From an optimization exercise on the open Yosys and OpenROAD flow, aimed at small area, a short achievable clock period and few clock cycles per item; shortcuts taken in it are not production practice. No activity file was given, so power comes from the tool's default toggle rates.

==> run X <==
## chunk_decoder
module chunk_decoder (
    input  wire        clk,
    input  wire        rst,         
    input  wire        in_valid,
    input  wire [7:0]  in_data,
    output wire        in_ready,
    output wire        out_valid,
    input  wire        out_ready,
    output wire        out_hdr,
    output wire [3:0]  out_kind,
    output wire [23:0] out_value,
    output wire [8:0]  out_len,
    output wire [7:0]  out_data,
    output wire        fault,
    output wire [7:0]  fault_tag
);
    localparam integer RING = 248;    
    localparam integer QD   = 6;
    localparam [3:0] K_DATA    = 4'd7;
    localparam [3:0] K_UNKNOWN = 4'd8;
    integer i;
    reg        in_ready_r;
    reg        stop;                  
    reg  [7:0] a_d;
    reg        a_v;
    reg        need_tag;              
    reg        need_len;              
    reg  [7:0] rem_in;                
    reg  [8:0] pend;                  
    reg        complete;              
    reg        pend1;                 
    reg        done_r;                
    reg        fault_r;
    reg  [7:0] fault_tag_r;
    reg        in_e1;                 
    wire       in_fire = in_valid & in_ready_r;
    wire [2:0] a_cls   = a_d[7:5];
    wire       a_bad   = a_d[7] & ~(a_d[6] & a_d[5]);
    reg        p_need_tag, p_need_len, p_done;
    reg  [7:0] p_rem;
    always @(*) begin
        p_need_tag = need_tag;
        p_need_len = need_len;
        p_rem      = rem_in;
        p_done     = 1'b0;
        if (a_v) begin
            if (need_tag) begin
  ...
==> flow/config.mk <==
export PLATFORM = sky130hd
export DESIGN_NAME = chunk_decoder
export DESIGN_NICKNAME = chunk_decoder
export VERILOG_FILES = /design/flow/design.v
export SDC_FILE = /design/flow/constraint.sdc
export NUM_CORES = 4
export LEC_CHECK = 0
export CAP_MARGIN = 20
export CORE_MARGIN = 2
export CORE_UTILIZATION = 40
export SETUP_SLACK_MARGIN = 4.3
export SLEW_MARGIN = 20
==> flow/constraint.sdc <==
create_clock -name core_clock -period 7.0 [get_ports {clk}]
set_input_delay 1.4000 -clock core_clock [delete_from_list [all_inputs] [get_ports {clk}]]
set_output_delay 1.4000 -clock core_clock [all_outputs]
set_load 0.01 [all_outputs]
run.sh (not shown) runs the stock make flow with config.mk's settings and CLKGATE_MAP_FILE= SYNTH_SCRIPT=/design/flow/synth_recipe.tcl, a recipe that flattens the netlist after the stock synthesis.
==> inputs of run H, as changes to run X <==
--- a/flow/design.v
+++ b/flow/design.v
@@ -21,23 +21,19 @@
     integer i;
     reg        in_ready_r;
     reg        stop;                  
     reg  [7:0] a_d;
     reg        a_v;
     reg        need_tag;              
     reg        need_len;              
     reg  [7:0] rem_in;                
-    reg  [8:0] pend;                  
-    reg        complete;              
-    reg        pend1;                 
-    reg        done_r;                
+    reg  [8:0] cin;                   
     reg        fault_r;
     reg  [7:0] fault_tag_r;
-    reg        in_e1;                 
     wire       in_fire = in_valid & in_ready_r;
     wire [2:0] a_cls   = a_d[7:5];
     wire       a_bad   = a_d[7] & ~(a_d[6] & a_d[5]);
     reg        p_need_tag, p_need_len, p_done;
     reg  [7:0] p_rem;
     always @(*) begin
         p_need_tag = need_tag;
         p_need_len = need_len;
@@ -68,28 +64,22 @@
                 p_rem = rem_in - 8'd1;
                 if (rem_in == 8'd1) begin
                     p_done     = 1'b1;
                     p_need_tag = 1'b1;
                 end
             end
         end
     end
-    wire a_tlm = (a_d == 8'h31) | (a_d == 8'h52) | (a_d == 8'h55) | (a_d == 8'h70) |
-                 (a_d == 8'h73) | (a_d == 8'h74) | (a_d == 8'h75);
-    wire a_unk = (need_tag & ~a_cls[2] & ~a_tlm) |
-                 (need_len & (~in_e1 | (a_d == 8'd0)));
     wire a_is_bad = a_v & need_tag & a_bad;
     wire a_push   = a_v & ~a_is_bad;
     wire in_bad   = in_data[7] & ~(in_data[6] & in_data[5]);
     wire stop_nx  = stop | (in_fire & p_need_tag & in_bad);
     reg  [7:0] w0, w1, w2;
-    reg        wu0, wu1, wu2;         
     reg  [1:0] wcnt;
-    reg        fill;                  
     reg  [RING*8-1:0] ring_d;
     reg  [8:0]        rcnt;           
     reg               rempty;         
     reg               rone;           
     reg               rfull;          
     reg  [7:0]        ph;
     reg               contig;
     reg  [7:0]        hd;
@@ -97,19 +87,18 @@
     wire [7:0] rd_d = ring_d[RING*8-1 -: 8];
     reg  [7:0]    qm [0:QD-1];
     reg  [QD-1:0] qv;
     wire [7:0]    q0 = qm[0];
     wire [7:0]    q1 = qm[1];
     wire          q0v = qv[0];
     wire          q1v = qv[1];
     wire take  = rd_v & ~qv[QD-1];
-    wire wr_ok = rempty | (rone & take) | (contig & (~rfull | take));
-    wire wr    = ((wcnt != 2'd0) | fill) & wr_ok;    
-    wire wpp   = wr & ~fill;                         
+    wire wr    = (wcnt != 2'd0) &
+                 (rempty | (rone & take) | (contig & (~rfull | take)));
     wire newhead = wr & (rempty | (rone & take));    
     wire r_inc   = wr & ~take;
     wire r_dec   = take & ~wr;
     wire r_same  = ~(r_inc | r_dec);
     wire [7:0] st0_d = wr ? w0 : rd_d;
     function [6:0] dec(input [7:0] b);
         reg [3:0] k;
         begin
@@ -144,21 +133,23 @@
     reg  [1:0]  need;         
     reg  [2:0]  tk;           
     wire [23:0] val;          
     reg  [7:0]  t_reg;        
     reg         t_e1;         
     reg  [7:0]  b1_reg;       
     reg         u7;           
     reg  [7:0]  rem;          
+    reg  [8:0]  cout;         
     reg         o_valid, o_hdr;
     reg  [3:0]  o_kind;
     reg  [23:0] o_value;      
     reg  [8:0]  o_len;
     wire o_free   = ~o_valid | out_ready;
+    wire complete = (cin != cout);
     function [23:0] tlm_val(input [2:0] k, input [23:0] v);
         if (k == 3'd0)
             tlm_val = {{16{v[7]}}, v[7:0]};
         else if (k == 3'd1 || k == 3'd2)
             tlm_val = {8'h00, v[15:0]};
         else
             tlm_val = v;
     endfunction
@@ -307,18 +298,17 @@
             vload  = 1'b1;
             if (need_nx == 2'd0) begin
                 beat = 1'b1; beat_hdr = 1'b1;
                 b_kind  = {1'b0, tk};
                 b_value = tlm_val(tk, sh);
                 n_tlm = 1'b0; n_tag = 1'b1;
             end
         end
-        if (s_ut && q0v) begin
-            pop  = 2'd1;
+        if (s_ut) begin
             beat = 1'b1;
             b_value = {16'h0000, t_reg};
             n_ut = 1'b0;
             if (u7) n_ub1 = 1'b1;
             else if (rem == 8'd0) n_tag = 1'b1;
             else n_pay = 1'b1;
         end
         if (s_ub1) begin
@@ -331,152 +321,147 @@
             beat = 1'b1;
             b_value = {16'h0000, q0};
             pop = 2'd1;
             rem_nx = rem_m1;
             if (rem == 8'd1) begin n_pay = 1'b0; n_tag = 1'b1; end
         end
     end
     wire [1:0] pop_g = o_free ? pop : 2'd0;
-    wire       p_inc = done_r;
-    wire       p_dec = o_free & beat_hdr;
-    wire       p_1   = o_free & (pop == 2'd1);
-    wire       p_2   = o_free & (pop == 2'd2);
-    wire       p_0   = ~(p_1 | p_2);
-    wire       o_ld  = o_free & beat;
-    wire       o_vl  = o_free & vload & ~beat;
     reg [7:0]    qn [0:QD-1];
     reg [QD-1:0] qvn;
     reg [7:0]    c0, c1, c2;
     reg [QD-1:0] v0, v1, v2;
     wire [QD:0]  qvp = {qv, 1'b1};     
     always @(*) begin
         for (i = 0; i < QD; i = i + 1) begin
             c0 = (take && qvp[i] && !qv[i]) ? rd_d : qm[i];
             c1 = (i + 1 < QD) ? ((take && qv[i] && !qvp[i+2]) ? rd_d : qm[(i+1)%QD]) : rd_d;
             c2 = (i + 2 < QD) ? ((take && qvp[i+2] && !qvp[i+3]) ? rd_d : qm[(i+2)%QD]) : rd_d;
-            qn[i] = ({8{p_0}} & c0) | ({8{p_1}} & c1) | ({8{p_2}} & c2);
+            case (pop_g)
+                2'd1:    qn[i] = c1;
+                2'd2:    qn[i] = c2;
+                default: qn[i] = c0;
+            endcase
         end
         v0 = qv | (take ? {qv[QD-2:0], 1'b1} : {QD{1'b0}});
         v1 = {1'b0, qv[QD-1:1]} | (take ? qv : {QD{1'b0}});
         v2 = {2'b0, qv[QD-1:2]} | (take ? {1'b0, qv[QD-1:1]} : {QD{1'b0}});
-        qvn = ({QD{p_0}} & v0) | ({QD{p_1}} & v1) | ({QD{p_2}} & v2);
+        case (pop_g)
+            2'd1:    qvn = v1;
+            2'd2:    qvn = v2;
+            default: qvn = v0;
+        endcase
     end
     wire [6:0] dec_rd = dec(rd_d);
     wire [6:0] dec_q1 = dec(qm[1]);
     wire [6:0] dec_q2 = dec(qm[2]);
     wire       ins0_0 = take & ~qv[0];
     wire       ins1_0 = take & qv[0] & ~qv[1];
     wire       ins2_0 = take & qv[1] & ~qv[2];
     wire       ins0_1 = take & qv[0] & ~qv[1];
     wire       ins1_1 = take & qv[1] & ~qv[2];
     wire       ins2_1 = take & qv[2] & ~qv[3];
     wire [6:0] f0_c0 = ins0_0 ? dec_rd : f0;
     wire [6:0] f0_c1 = ins1_0 ? dec_rd : dec_q1;
     wire [6:0] f0_c2 = ins2_0 ? dec_rd : dec_q2;
     wire       nz1_c0 = ins0_1 ? dec_rd[1] : f1nz;
     wire       nz1_c1 = ins1_1 ? dec_rd[1] : dec_q2[1];
     wire       nz1_c2 = ins2_1 ? dec_rd[1] : (qm[3] != 8'd0);
-    wire [6:0] f0_n   = ({7{p_0}} & f0_c0) | ({7{p_1}} & f0_c1) | ({7{p_2}} & f0_c2);
-    wire       f1nz_n = (p_0 & nz1_c0) | (p_1 & nz1_c1) | (p_2 & nz1_c2);
+    wire [6:0] f0_n  = (pop_g == 2'd1) ? f0_c1 : (pop_g == 2'd2) ? f0_c2 : f0_c0;
+    wire       f1nz_n = (pop_g == 2'd1) ? nz1_c1 : (pop_g == 2'd2) ? nz1_c2 : nz1_c0;
     reg [7:0] wn0, wn1, wn2;
-    reg       wun0, wun1, wun2;
-    wire [1:0] wpop = {1'b0, wpp};
+    wire [1:0] wpop = {1'b0, wr};
     always @(*) begin
-        if (wpp) begin wn0 = w1; wn1 = w2; wn2 = w2; wun0 = wu1; wun1 = wu2; wun2 = wu2; end
-        else     begin wn0 = w0; wn1 = w1; wn2 = w2; wun0 = wu0; wun1 = wu1; wun2 = wu2; end
+        if (wr) begin wn0 = w1; wn1 = w2; wn2 = w2; end
+        else    begin wn0 = w0; wn1 = w1; wn2 = w2; end
         if (a_push) begin
             case (wcnt - wpop)
-                2'd0: begin wn0 = a_d; wun0 = a_unk; end
-                2'd1: begin wn1 = a_d; wun1 = a_unk; end
-                default: begin wn2 = a_d; wun2 = a_unk; end
+                2'd0: wn0 = a_d;
+                2'd1: wn1 = a_d;
+                default: wn2 = a_d;
             endcase
         end
     end
     wire [1:0] wcnt_nx = wcnt - wpop + {1'b0, a_push};
     wire       room    = ({1'b0, wcnt - wpop} + {2'b0, a_v} + {2'b0, in_ready_r}) <= 3'd2;
     always @(posedge clk) begin
         ring_d <= {ring_d[(RING-1)*8-1:0], st0_d};
         a_d    <= in_data;
         for (i = 0; i < QD; i = i + 1) qm[i] <= qn[i];
         f0   <= f0_n;
         f1nz <= f1nz_n;
         w0 <= wn0; w1 <= wn1; w2 <= wn2;
-        wu0 <= wun0; wu1 <= wun1; wu2 <= wun2;
         if (o_free) begin
             t_e1   <= t_e1_nx;
             t_reg  <= t_nx;
             b1_reg <= b1_nx;
             tk     <= tk_nx;
             need   <= need_nx;
             rem    <= rem_nx;
             u7     <= u7_nx;
         end
-        fault_tag_r <= ({8{a_is_bad}} & a_d) | ({8{fault_r}} & fault_tag_r);
-        {o_kind, o_len} <= ({13{o_ld}} & {b_kind, b_len}) |
-                           ({13{~o_free}} & {o_kind, o_len});
-        o_hdr <= ~rst & ((o_ld & beat_hdr) | (~o_free & o_hdr));
-        o_value <= ({24{o_ld}} & b_value) | ({24{o_vl}} & val_nx) |
-                   ({24{~(o_ld | o_vl)}} & o_value);
+        if (a_is_bad) fault_tag_r <= a_d;
+        if (o_free && beat) begin
+            o_hdr   <= beat_hdr;
+            o_kind  <= b_kind;
+            o_len   <= b_len;
+        end
+        if (o_free && beat)
+            o_value <= b_value;
+        else if (o_free && vload)
+            o_value <= val_nx;
         if (rst) begin
             in_ready_r <= 1'b1;
             stop       <= 1'b0;
             a_v        <= 1'b0;
             need_tag   <= 1'b1;
             need_len   <= 1'b0;
             rem_in     <= 8'd0;
-            pend       <= 9'd0;
-            complete   <= 1'b0;
-            pend1      <= 1'b0;
-            done_r     <= 1'b0;
+            cin        <= 9'd0;
             fault_r    <= 1'b0;
             wcnt       <= 2'd0;
-            fill       <= 1'b0;
             rcnt       <= 9'd0;
             rempty     <= 1'b1;
             rone       <= 1'b0;
             rfull      <= 1'b0;
             ph         <= 8'd0;
             contig     <= 1'b0;
             hd         <= 8'd0;
             rd_v       <= 1'b0;
             qv         <= {QD{1'b0}};
             {s_tag, s_tlm, s_b1, s_b2, s_ut, s_ub1, s_pay} <= 7'b1000000;
+            cout       <= 9'd0;
             o_valid    <= 1'b0;
         end else begin
             stop       <= stop_nx;
             in_ready_r <= ~stop_nx & room;
             a_v        <= in_fire;
             need_tag   <= p_need_tag;
             need_len   <= p_need_len;
             rem_in     <= p_rem;
-            done_r     <= p_done;
-            pend       <= p_dec ? pend + {8'd0, p_inc} - 9'd1 : pend + {8'd0, p_inc};
-            complete   <= (complete & ~(pend1 & p_dec & ~p_inc)) | p_inc;
-            pend1      <= (~complete & p_inc) | (pend1 & (p_inc ~^ p_dec)) |
-                          ((pend == 9'd2) & p_dec & ~p_inc);
+            cin        <= cin + {8'd0, p_done};
             if (a_is_bad) fault_r <= 1'b1;
             wcnt       <= wcnt_nx;
-            if (wr) fill <= ~fill & wu0;
-            if (a_v & need_tag) in_e1 <= (a_d == 8'hE1);
-            rcnt   <= r_inc ? rcnt + 9'd1 : r_dec ? rcnt - 9'd1 : rcnt;
+            rcnt   <= rcnt + {8'd0, wr} - {8'd0, take};
             rempty <= (rempty & r_same) | (rone & r_dec);
             rone   <= (rempty & r_inc) | (rone & r_same) | ((rcnt == 9'd2) & r_dec);
             rfull  <= (rfull & r_same) | ((rcnt == RING - 1) & r_inc);
             ph     <= wr ? 8'd1 : (ph == RING - 1) ? 8'd0 : ph + 8'd1;
             contig <= wr | (ph == 8'd0);
             if (newhead)
                 hd <= RING - 1;
             else if (!take)
                 hd <= (hd == 8'd0) ? RING - 1 : hd - 8'd1;
             rd_v <= ~newhead & ((take & ~(rone & ~wr)) | (~take & ~rempty & (hd == 8'd1)));
             qv <= qvn;
             if (o_free)
                 {s_tag, s_tlm, s_b1, s_b2, s_ut, s_ub1, s_pay} <=
                     {n_tag, n_tlm, n_b1, n_b2, n_ut, n_ub1, n_pay};
+            cout <= cout + {8'd0, o_free & beat_hdr};
             if (o_free) o_valid <= beat;
         end
     end
     assign in_ready  = in_ready_r;
     assign out_valid = o_valid;
     assign out_hdr   = o_hdr;
     assign out_kind  = o_kind;
     assign out_value = o_value;
- CTS_BUF_LIST: not set -> sky130_fd_sc_hd__clkbuf_8
- SETUP_SLACK_MARGIN: 4.3 -> 4.0
==> notes <==
In run X the maximum frequency is higher than in run H, by 10%.
Of run H and run X, run H has the higher die area (gap about 0.24%, measured against run X).
Against run X, the wire length of run H is smaller by 2.5%.
Between run X and run H, the lower sequential power is in run H (gap about 4%, measured against run H).
In run X the flip-flop and latch count is lower than in run H, by 1.
Worst setup slack: run H is worse than run X (0.28 ns).
In run H the first-iteration DRC count is lower than in run X, by 3.7%.
Critical path depth: run X is lower than run H (1).
Against run X, the clock power of run H is lower by about 8%.
Against run X, the sequential share of layout area of run H is higher by 0.98 points.
==> figures <==
	run X	run H
HPWL after detailed placement	46.5 mm	42.7 mm
Met2 usage	17.1%	16.4%
Sequential logic power	14.5 mW	13.9 mW
Total area of multi-input combinational cells	0.00855 mm2	0.00811 mm2
Pin count of the biggest net entering global routing	63	74
Top metal layer carrying routed signals	met5	met4
Worst-case clock skew	0.0344 ns	0.0638 ns
Met3 wirelength from detailed routing	5.45 mm	4.80 mm
Highest cell delay on the worst timing path	0.43 ns	0.44 ns
Proportion of layout cells with a drive suffix above 1	14.8%	18.1%
R2R setup slack	4.26 ns	4.11 ns
Die Area	0.138 mm2	0.138 mm2
Reg2reg start	wcnt[0]	qv[0]
Multiplexer fraction of the synthesized cell area	1.48%	1.62%
DR WL met2	34.2 mm	33.2 mm
P&R area growth vs syn	19.5%	18.8%
Status	complete, no violations	complete, no violations
Wire length reported by the detailed router	84.7 mm	82.5 mm
Deepest clock path buffer count	3	4
Post-synthesis area per instance	14.5 um2	14.9 um2
CP startpoint	o_valid	o_value[6]
Worst R2R End	rcnt[7]	qv[3]
Function was not checked in any run of this note: the RTL went through the layout flow alone.

-- what the ideal ports hide --
The results above use ideal ports. As a check the final layouts listed here were re-extracted and re-timed, cells and wires unchanged.
Step 1 sets driving cells, clkbuf_16 on the clock port and buf_2 on the other inputs (assumed; they add their load-dependent delay and slew).
Step 2 also shifts input and output timing later by t, the mid clock arrival at the registers, as if the neighbouring blocks saw the same clock.
Three values: no drivers, after step 1, after step 2; two values: the first two.
| run | t, ns | slack for setup (ns) | hold slack, ns | worst register clock-pin slew, ns | worst data-port slew with drivers (ns) |
|---|---|---|---|---|---|
| run X | 0.855 | 4.246 / 4.176 / 3.458 | 0.294 / 0.294 / 0.294 | 0.07 / 0.07 | 0.14 |
| run H | 0.972 | 3.963 / 3.900 / 3.152 | 0.287 / 0.287 / 0.287 | 0.08 / 0.08 | 0.03 |
After both steps setup and hold are still met in every run listed. For run H, which loses most, drivers alone change the setup slack by -0.063 ns; drivers and shift together by -0.811 ns.
